Background: an optimization exercise with open tools, aiming at small area, a short achievable clock period and few clock cycles per item. Do not read the settings as production practice.
Only the layout flow was run in this run; the RTL was not checked for function there.
Power is estimated from default activity; no workload was simulated.

==> flow/design.v <==
module brl_codec (
    input  wire        clk,
    input  wire        rst,         
    input  wire        cmd_valid,
    output wire        cmd_ready,
    input  wire [15:0] cmd,
    output reg         resp_valid,
    output reg  [15:0] resp,
    output wire        out_valid,
    input  wire        out_ready,
    output wire [7:0]  out_data,
    output wire        done,
    output wire        err
);
    localparam [1:0] PH_IDLE  = 2'd0;
    localparam [1:0] PH_RUN   = 2'd1;
    localparam [1:0] PH_FAULT = 2'd2;
    localparam [2:0] E_NONE = 3'd0;
    localparam [2:0] E_LEN  = 3'd1;
    localparam [2:0] E_ILL  = 3'd2;
    localparam [2:0] E_SEQ  = 3'd3;
    function [7:0] rev8;
        input [7:0] b;
        integer k;
        begin
            for (k = 0; k < 8; k = k + 1)
                rev8[k] = b[7-k];
        end
    endfunction
    reg [1:0] ph;
    reg       dir;
    reg       inv;
    reg       done_r;
    reg [2:0] err_r;
    reg [2:0] wp;
    reg [5:0] ln;
    reg [47:0] sl;           
    reg       o;             
    reg       c_rd;          
    reg       c_mir;
    reg       c_rst;
    reg       c_start;
    reg       c_push;
    reg       c_eol;
    reg       c_end;
    reg       c_resv;
    reg [7:0] c_imm;
    reg       e_act;         
    reg [2:0] e_k;           
    reg       e_o;           
    reg [2:0] e_len;         
    reg       e_inv;         
    reg       e_n8;          
    reg       pend;          
    reg [2:0] p_len;
    reg       padding;       
    reg       rdy;           
    reg       ov_r;
    reg [7:0] od_r;
    assign cmd_ready = rdy;
    assign out_valid = ov_r;
    assign out_data  = od_r;
    assign done      = done_r;
    assign err       = ph[1];    
    wire [3:0] op  = cmd[15:12];
    wire       zok = (cmd[11:8] == 4'd0);
    wire [7:0] imm = cmd[7:0];
    wire       imm0  = (imm == 8'h00);
    wire       rd_ok = (imm[7:2] == 6'd0) || (imm[7:3] == 5'b00010 && imm[2:1] != 2'b11);
    wire d_rd    = zok && (((op == 4'h6) && rd_ok) || ((op == 4'h0) && imm0));
    wire d_mir   = zok && (op == 4'h7);
    wire d_rst   = zok && (op == 4'h5) && imm0;
    wire d_start = zok && (op == 4'h1) && (imm[7:2] == 6'd0);
    wire d_push  = zok && (op == 4'h2);
    wire d_eol   = zok && (op == 4'h3) && imm0;
    wire d_end   = zok && (op == 4'h4) && imm0;
    wire d_resv  = !(d_rd || d_mir || d_rst || d_start || d_push || d_eol || d_end);
    wire [15:0] status = {8'h00, err_r, inv, dir, done_r, ph};
    function [7:0] lbv;
        input [2:0] i;
        reg [2:0] s;
        begin
            s = o ? (3'd5 - i) : i;
            lbv = (i < wp) ? sl[8*s +: 8] : 8'h00;
        end
    endfunction
    wire [8:0] ocnt = dir ? ({1'b0, ln, 2'b00} + {2'b00, ln, 1'b0}) : {ln, 3'b000};
    reg [15:0] rd_val;
    always @(*) begin
        if (c_imm[4])
            rd_val = {8'd0, lbv(c_imm[2:0])};
        else case (c_imm[1:0])
            2'd0:    rd_val = status;
            2'd1:    rd_val = {10'd0, ln};
            2'd2:    rd_val = {13'd0, wp};
            default: rd_val = {7'd0, ocnt};
        endcase
    end
    wire       f_o   = e_act ? e_o   : o;
    wire [2:0] f_len = e_act ? e_len : wp;
    wire       f_inv = e_act ? e_inv : inv;
    wire [2:0] f_s   = f_o ? e_k : (3'd5 - e_k);
    wire       f_has = ({1'b0, e_k} + {1'b0, f_len}) >= 4'd6;
    wire [7:0] f_raw = f_has ? sl[8*f_s +: 8] : 8'h00;
    wire [7:0] f_byte = (e_k[2] & e_k[1]) ? 8'h00 : (rev8(f_raw) ^ {8{~f_inv}});
    wire       ld_ok = !ov_r || out_ready;
    wire       e_fin = e_act && ld_ok && (e_k == (e_n8 ? 3'd7 : 3'd5));
    reg [1:0] n_ph;
    reg       n_dir, n_inv, n_done, n_o;
    reg [2:0] n_err, n_wp;
    reg [5:0] n_ln;
    reg       n_rv;
    reg [15:0] n_resp;
    reg       wr;            
    reg       comp;          
    reg       comp_a;        
    reg [2:0] comp_len;
    reg       n_padding;
    reg       n_e_act, n_e_o, n_e_inv, n_e_n8, n_pend, n_ov;
    reg [2:0] n_e_k, n_e_len, n_p_len;
    reg [7:0] n_od;
    reg       ld;
    wire go = rdy;
    always @(*) begin
        n_ph = ph; n_dir = dir; n_inv = inv; n_done = done_r; n_err = err_r;
        n_wp = wp; n_ln = ln; n_o = o;
        n_rv = 1'b0;
        n_resp = resp;
        wr = 1'b0;
        comp = 1'b0;
        comp_a = 1'b0;
        comp_len = wp;
        n_padding = padding;
        if (padding) begin
            if (!pend) begin
                if (ln != 6'd32) begin
                    comp     = 1'b1;
                    comp_len = 3'd0;
                    n_ln     = ln + 6'd1;
                    n_o      = ~o;
                end else begin
                    n_padding = 1'b0;
                    n_ph      = PH_IDLE;
                    n_done    = 1'b1;
                    n_rv      = 1'b1;
                end
            end
        end else if (go && (c_rd || c_mir || c_rst || c_start || c_push ||
                            c_eol || c_end || c_resv)) begin
            n_rv = 1'b1;
            if (c_rst) begin
                n_ph = PH_IDLE; n_dir = 1'b0; n_inv = 1'b0; n_done = 1'b0;
                n_err = E_NONE; n_wp = 3'd0; n_ln = 6'd0;
            end else if (c_mir || c_rd || ph == PH_FAULT) begin
            end else if (c_resv) begin
                n_ph = PH_FAULT; n_err = E_ILL; n_done = 1'b0;
            end else if ((c_start && ph != PH_IDLE) ||
                         ((c_push || c_end) && ph != PH_RUN) ||
                         (c_eol && (ph != PH_RUN || dir != 1'b1))) begin
                n_ph = PH_FAULT; n_err = E_SEQ; n_done = 1'b0;
            end else if (c_start) begin
                n_ph = PH_RUN; n_dir = c_imm[0]; n_inv = c_imm[1]; n_done = 1'b0;
                n_wp = 3'd0; n_ln = 6'd0;
            end else if (c_push) begin
                if (dir == 1'b0 && ln == 6'd32) begin
                    n_ph = PH_FAULT; n_err = E_LEN; n_done = 1'b0;
                end else if (ln != 6'd32 && wp != 3'd6) begin
                    wr = 1'b1;
                    if (dir == 1'b0 && wp == 3'd5) begin
                        comp = 1'b1; comp_a = 1'b1; comp_len = 3'd6;
                        n_wp = 3'd0; n_ln = ln + 6'd1; n_o = ~o;
                    end else begin
                        n_wp = wp + 3'd1;
                    end
                end
            end else if (c_eol) begin
                if (ln != 6'd32) begin
                    comp = 1'b1;
                    n_wp = 3'd0; n_ln = ln + 6'd1; n_o = ~o;
                end
            end else if (c_end) begin
                if (dir == 1'b0) begin
                    if (ln == 6'd32 && wp == 3'd0) begin
                        n_ph = PH_IDLE; n_done = 1'b1;
                    end else begin
                        n_ph = PH_FAULT; n_err = E_LEN; n_done = 1'b0;
                    end
                end else if (ln != 6'd32) begin
                    comp = 1'b1;
                    n_wp = 3'd0; n_ln = ln + 6'd1; n_o = ~o;
                    n_padding = 1'b1;
                    n_rv = 1'b0;
                end else begin
                    n_ph = PH_IDLE; n_done = 1'b1;
                end
            end
        end
        if (!padding && c_mir)
            n_resp = {8'h00, rev8(c_imm)};
        else if (!padding && c_rd)
            n_resp = rd_val;
        else
            n_resp = {8'h00, n_err, n_inv, n_dir, n_done, n_ph};
        n_e_act = e_act; n_e_k = e_k; n_e_o = e_o; n_e_len = e_len;
        n_e_inv = e_inv; n_e_n8 = e_n8; n_pend = pend; n_p_len = p_len;
        ld = (e_act || (comp && !pend)) && ld_ok;
        n_ov = ld || (ov_r && !out_ready);
        n_od = od_r;
        if (ld)
            n_od = (!e_act && comp_a) ? (rev8(c_imm) ^ {8{~inv}}) : f_byte;
        if (ld)
            n_e_k = e_k + 3'd1;
        if (e_fin) begin
            n_e_act = 1'b0;
            n_e_k   = 3'd0;
        end
        if (pend && (!e_act || e_fin)) begin
            n_e_act = 1'b1; n_e_k = 3'd0;
            n_e_o = ~o; n_e_len = p_len; n_e_inv = inv; n_e_n8 = ~dir;
            n_pend = 1'b0;
        end else if (comp && (!e_act || e_fin)) begin
            n_e_act = 1'b1;
            n_e_k = (!e_act && ld) ? 3'd1 : 3'd0;
            n_e_o = o; n_e_len = comp_len; n_e_inv = inv; n_e_n8 = ~dir;
        end else if (comp) begin
            n_pend = 1'b1;
            n_p_len = comp_len;
        end
    end
    wire n_blk = n_e_act && (n_e_k < 3'd6) && (n_wp < 3'd6) && (n_wp >= n_e_k);
    wire n_rdy = !(n_pend || n_padding || n_blk);
    always @(posedge clk) begin
        if (rst) begin
            ph <= PH_IDLE; dir <= 1'b0; inv <= 1'b0; done_r <= 1'b0;
            err_r <= E_NONE; wp <= 3'd0; ln <= 6'd0; o <= 1'b0;
            c_rd <= 1'b0; c_mir <= 1'b0; c_rst <= 1'b0; c_start <= 1'b0;
            c_push <= 1'b0; c_eol <= 1'b0; c_end <= 1'b0; c_resv <= 1'b0;
            e_act <= 1'b0; e_k <= 3'd0; e_o <= 1'b0; e_len <= 3'd0;
            e_inv <= 1'b0; e_n8 <= 1'b0; pend <= 1'b0; p_len <= 3'd0;
            padding <= 1'b0; rdy <= 1'b1;
            ov_r <= 1'b0;
            resp_valid <= 1'b0;
            resp <= 16'h0000;
        end else begin
            ph <= n_ph; dir <= n_dir; inv <= n_inv; done_r <= n_done;
            err_r <= n_err; wp <= n_wp; ln <= n_ln; o <= n_o;
            if (rdy) begin
                c_rd    <= cmd_valid && d_rd;
                c_mir   <= cmd_valid && d_mir;
                c_rst   <= cmd_valid && d_rst;
                c_start <= cmd_valid && d_start;
                c_push  <= cmd_valid && d_push;
                c_eol   <= cmd_valid && d_eol;
                c_end   <= cmd_valid && d_end;
                c_resv  <= cmd_valid && d_resv;
            end
            e_act <= n_e_act; e_k <= n_e_k; e_o <= n_e_o; e_len <= n_e_len;
            e_inv <= n_e_inv; e_n8 <= n_e_n8; pend <= n_pend; p_len <= n_p_len;
            padding <= n_padding; rdy <= n_rdy;
            ov_r <= n_ov;
            resp_valid <= n_rv;
            resp <= n_resp;
        end
    end
    always @(posedge clk) begin
        if (rdy)
            c_imm <= imm;
        if (wr)
            sl[8*(o ? 3'd5 - wp : wp) +: 8] <= c_imm;
        od_r <= n_od;
    end
endmodule
==> flow/run.sh <==
#!/bin/bash
# synth_recipe.tcl (not shown) runs the flow's synth.tcl, then flattens the netlist and writes it again
# the make line also repeats each setting of config.mk as NAME=value (left out here)
make -C /OpenROAD-flow-scripts/flow DESIGN_CONFIG=/design/flow/config.mk WORK_HOME=/design/flow/orfs CLKGATE_MAP_FILE= SYNTH_SCRIPT=/design/flow/synth_recipe.tcl finish
==> flow/config.mk <==
export PLATFORM = sky130hd
export DESIGN_NAME = brl_codec
export DESIGN_NICKNAME = brl_codec
export VERILOG_FILES = /design/flow/design.v
export SDC_FILE = /design/flow/constraint.sdc
export NUM_CORES = 4
export LEC_CHECK = 0
export CAP_MARGIN = 20
export CORE_MARGIN = 2
export CORE_UTILIZATION = 40
export SLEW_MARGIN = 20
==> flow/constraint.sdc <==
create_clock -name core_clock -period 4.0 [get_ports {clk}]
set_input_delay 0.8000 -clock core_clock [delete_from_list [all_inputs] [get_ports {clk}]]
set_output_delay 0.8000 -clock core_clock [all_outputs]
set_load 0.01 [all_outputs]
==> run summary <==
## registers in the layout (all words and copies together), names as in the netlist, 2 cells and up
register and count:
e_len 3, sl 48, resp 9, c_imm 8
ln 6, od_r 8, p_len 3, e_k 3
ph 2, err_r 3, wp 3
## synthesized netlist by cell type, types with 11 or more instances
library cell	number
nand2_1	77
nor2_1	70
edfxtp_1	64
a21oi_1	58
dfxtp_1	53
o21ai_0	43
mux2_2	39
mux2i_1	32
ha_1	31
inv_1	28
xnor2_1	24
clkbuf_1	23
nand3_1	17
nor3_1	17
a31oi_1	12
nand4_1	12
o31ai_1	12
buf_4	11
nand2b_1	11
o211ai_1	11
## worst max path at each step
stage | startpoint | to
after floorplan | rdy$_SDFF_PP1_ | rdy$_SDFF_PP1_
after global placement | out_ready | rdy$_SDFF_PP1_
after detailed placement | wp[1]$_SDFF_PP0_ | sl[10]$_DFFE_PP_
after CTS | wp[1]$_SDFF_PP0_ | sl[13]$_DFFE_PP_
after global routing | wp[1]$_SDFF_PP0_ | sl[22]$_DFFE_PP_
final | wp[1]$_SDFF_PP0_ | sl[22]$_DFFE_PP_
## critical path: cells and delay by family, from the launching register on
family / cells / cell delay (ps)
AO/OA/AOI/OAI: 2 / 320
adder cells (fa/ha/maj): 2 / 650
buffers and inverters: 1 / 180
flip-flops: 1 / 470
multiplexers: 1 / 460
AND/OR/NAND/NOR: 6 / 1370
## power breakdown
part / total, W / internal, W / switching, W
clock: 0.00141 / 0.000856 / 0.000557
sequential: 0.00128 / 0.00127 / 0.0000151
combinational: 0.000140 / 0.0000605 / 0.0000799
## cell usage in the layout (no fill, tap or decap), types with 9 or more instances in the layout
cell | netlist | routed
nand2_1 | 77 | 76
nor2_1 | 70 | 70
edfxtp_1 | 64 | 64
a21oi_1 | 58 | 58
dfxtp_1 | 53 | 53
o21ai_0 | 43 | 43
clkdlybuf4s50_1 | 0 | 41
mux2_2 | 39 | 39
mux2i_1 | 32 | 32
ha_1 | 31 | 31
inv_1 | 28 | 28
xnor2_1 | 24 | 22
buf_4 | 11 | 20
clkbuf_16 | 0 | 18
nand3_1 | 17 | 17
nor3_1 | 17 | 17
a31oi_1 | 12 | 12
o31ai_1 | 12 | 12
nand4_1 | 12 | 12
o211ai_1 | 11 | 11
nand2b_1 | 11 | 11
nor2b_1 | 10 | 10
xor2_1 | 10 | 10
o22ai_1 | 9 | 9
## final cells by class
type                       count  area share
clock inverter                 8    0.005570
multi-input combinational    624      0.4941
tap                          260     0.03621
timing repair buffer          63     0.06517
inverter                      29     0.01212
clock buffer                  24     0.05487
sequential                   117      0.3320
## cell families after synthesis
| logic type | Yosys count |
|---|---|
| AND/OR/NAND/NOR | 266 |
| AO/OA/AOI/OAI | 202 |
| flip-flops | 117 |
| multiplexers | 81 |
| buffers and inverters | 73 |
| XOR/XNOR | 35 |
| adder cells (fa/ha/maj) | 33 |
| other | 1 |
## stage by stage
stage               hold WS, ps  instances  utilization
floorplan                 450.7        814            -
detailed placement        475.3       1092       0.4472
global placement          465.5       1092       0.4472
CTS                       481.6       1124       0.4760
global route              518.2       1125       0.4771
finish                    476.2       1125       0.4771
## routing by layer
layer | GRT usage | routed length (um)
met1 | 0.3218 | 10230
met2 | 0.3300 | 9531
met3 | 0.04594 | 1514
met4 | 0.07035 | 359
met5 | 0 | 0
## repair_timing
item / 4_1_cts / 5_1_grt
setup endpoints to repair: 0 / 14
hold buffers: 0 / 0
gates resized for setup: 0 / 3
==> summary.txt <==
Setup path
  • Startpoint types: flop
  • Critical-path top delay cell: dfxtp_1
  • Reg2reg end: sl[22]$_DFFE_PP_
  • Critical Path RT: 4180 ps
  • R2r startpoint: wp[1]$_SDFF_PP0_
  • Crit path DAT: 3860 ps
  • CP peak stage delay: roughly 470 ps
  • Crit. End Element: flop
  • CP Max Fanout: 10
  • Crit-path most repeated cell: ha_1
  • Critical path type: flop to flop
  • R2R setup slack: 320 ps
  • CP cell instances: inv_1 > ha_1 > nor2_1 > o21ai_0 > nand2b_1 > ha_1 > nor4_1 > nand4b_1 > a21oi_1 > and2_0 > nand3_1 > mux2_2
  • Worst r2r path cells: 12

Global route
  • Largest net degree at the start of global routing: slightly below 50
  • Vias in the first global route: between 6000 and 7000
  • Initial antenna violation count: 0
  • Global-route wire length before repair: between 30 and 40 mm
  • GRT overflow: 0
  • GRT Overall Usage: 0.2215

Clock network
  • Deepest level of the CTS H-tree: 4
  • Post-CTS Setup Inserts: 0
  • Clock tree from TritonCTS: yes
  • Max Buffers Root-to-Sink: 2
  • Root buffer cell: clkbuf_16
  • CTS clock-pin slew for the worst setup and hold paths: 60 ps
  • Later-pin clock latency in the skew report: 430 ps
  • Clock Sink Count: 117
  • Num CTS Buffers: 17

STA
  • Sum Neg Setup Slack: 0 ps
  • RSZ-0062 raised after global routing: false
  • Min Tclk post-route: 3685 ps
  • Worst-Margin Slew: 931.0 ps
  • Skew final: 18.34 ps
  • Period utilization: 0.9212
  • Rel. slew slack: 0.3633
  • Max Freq: 271.4 MHz
  • # setup viols final: 0
  • Fin. Hold Viols: 0
  • Worst setup margin: between 300 and 400 ps
  • Slew Limit Fails: 0

Drt
  • Drt total wl: between 20 and 25 mm
  • Via count: 6416
  • DR WL/cell: 19.23 um
  • Vias per std cell: 5.703
  • ANT nets after route: 0
  • Pre-antenna DRT Iters: 7
  • Drt drc: 0
  • Initial drt markers: around 510

Cells and area
  • Layout area overhead: 16.52%
  • Footprint of the multi-input gates: 4439 um^2
  • Number of fill cells: 1774
  • Storage cell area: 2983 um^2
  • Ant diodes: 0
  • Share of cells above drive strength 1: 0.1422
  • Final net count: 905
  • Final instance area: 8985 um^2

Die
  • Die area: 20400 um^2
  • Io pins: 49
  • Starting Density: 0.4095
  • Row cnt: 50
  • Core Box Area: 18830 um^2
  • Die W: between 100 and 150 um
  • Die Ht: 142.8 um

Worst hold path
  • Worst hold-check path type: flop to flop
  • Hold EP: p_len[0]$_SDFFE_PP0P_
  • Hold_sp: p_len[0]$_SDFFE_PP0P_
  • Hold Crit Depth: 2

Placed design
  • DP Area: 8421 um^2
  • Worst slack at placement: 304.6 ps
  • Port buffer count: 41
  • Gpl congestion: 0.9236
  • Hpwl dp: around 15 mm

Logic synthesis
  • Synth top area cells: edfxtp_1 (25%), dfxtp_1 (14%), mux2_2 (5.7%), ha_1 (5.0%), mux2i_1 (4.2%)
  • Area leader, netlist: edfxtp_1
  • Syn Inst Count: slightly above 800
  • Largest family of logic cells by synthesized area: simple AND/OR/NAND/NOR gates
  • Post-synth ARST share: 0
  • Yosys synthesis warning count: 1
  • Mux share of post-synthesis cell area: 0.1275
  • Share of Yosys cell area claimed by the top area cell type: 0.2492
  • Synth Area in Compound Gates: 0.1725
  • Post-Syn Area: 7711 um^2
  • Post-synth top flop: edfxtp_1
  • Seq cells post-synth: 117
  • Post-synthesis sequential area ratio: 0.3868
  • Synth cell types: 80
  • Syn Area/Cell: 9.543 um^2
  • Number of synthesized flops with an enable pin: 64
  • Synth Area in XOR/XNOR: 0.04073
  • Post-Synth Adder-Cell Area: 0.05549
  • Simple-gate share of the synthesized area: 0.1730

Power and ir drop
  • Peak VDD IR: 0.0002971 V
  • PD cells: 315.5 nW/um^2
  • Overall Power: between 0.002 and 0.003 W
  • Pleak: about 3.2 nW

Run
  • Max Cap Viol: 0

Status
  • Outcome: no timing/DRC/antenna violations

## separate check: timing with driven ports
How much do the figures lean on ideal ports? The routed layout below was timed once more, with nothing changed but the port constraints. Step 1, drivers: a clkbuf_16 drives clk and a buf_2 each remaining input, both assumed. Step 2 moves the port delays by t, midway between the first and last clock arrival at a register: inputs arrive t later, outputs are due t later. That takes back most of the time a late clock gives input paths. Three values: no drivers, after step 1, after step 2; two values: the first two.
t (ns): 0.469
setup slack, ns: 0.315 / 0.315 / 0.293
worst setup path at the end: input to register
latest minus earliest clock arrival (ns): 0.019 / 0.018
worst data-port slew with drivers (ns): 0.04
After both steps setup and hold are still met in this run. The setup slack of this run moves by 0.000 ns with the drivers and by -0.022 ns with both steps.
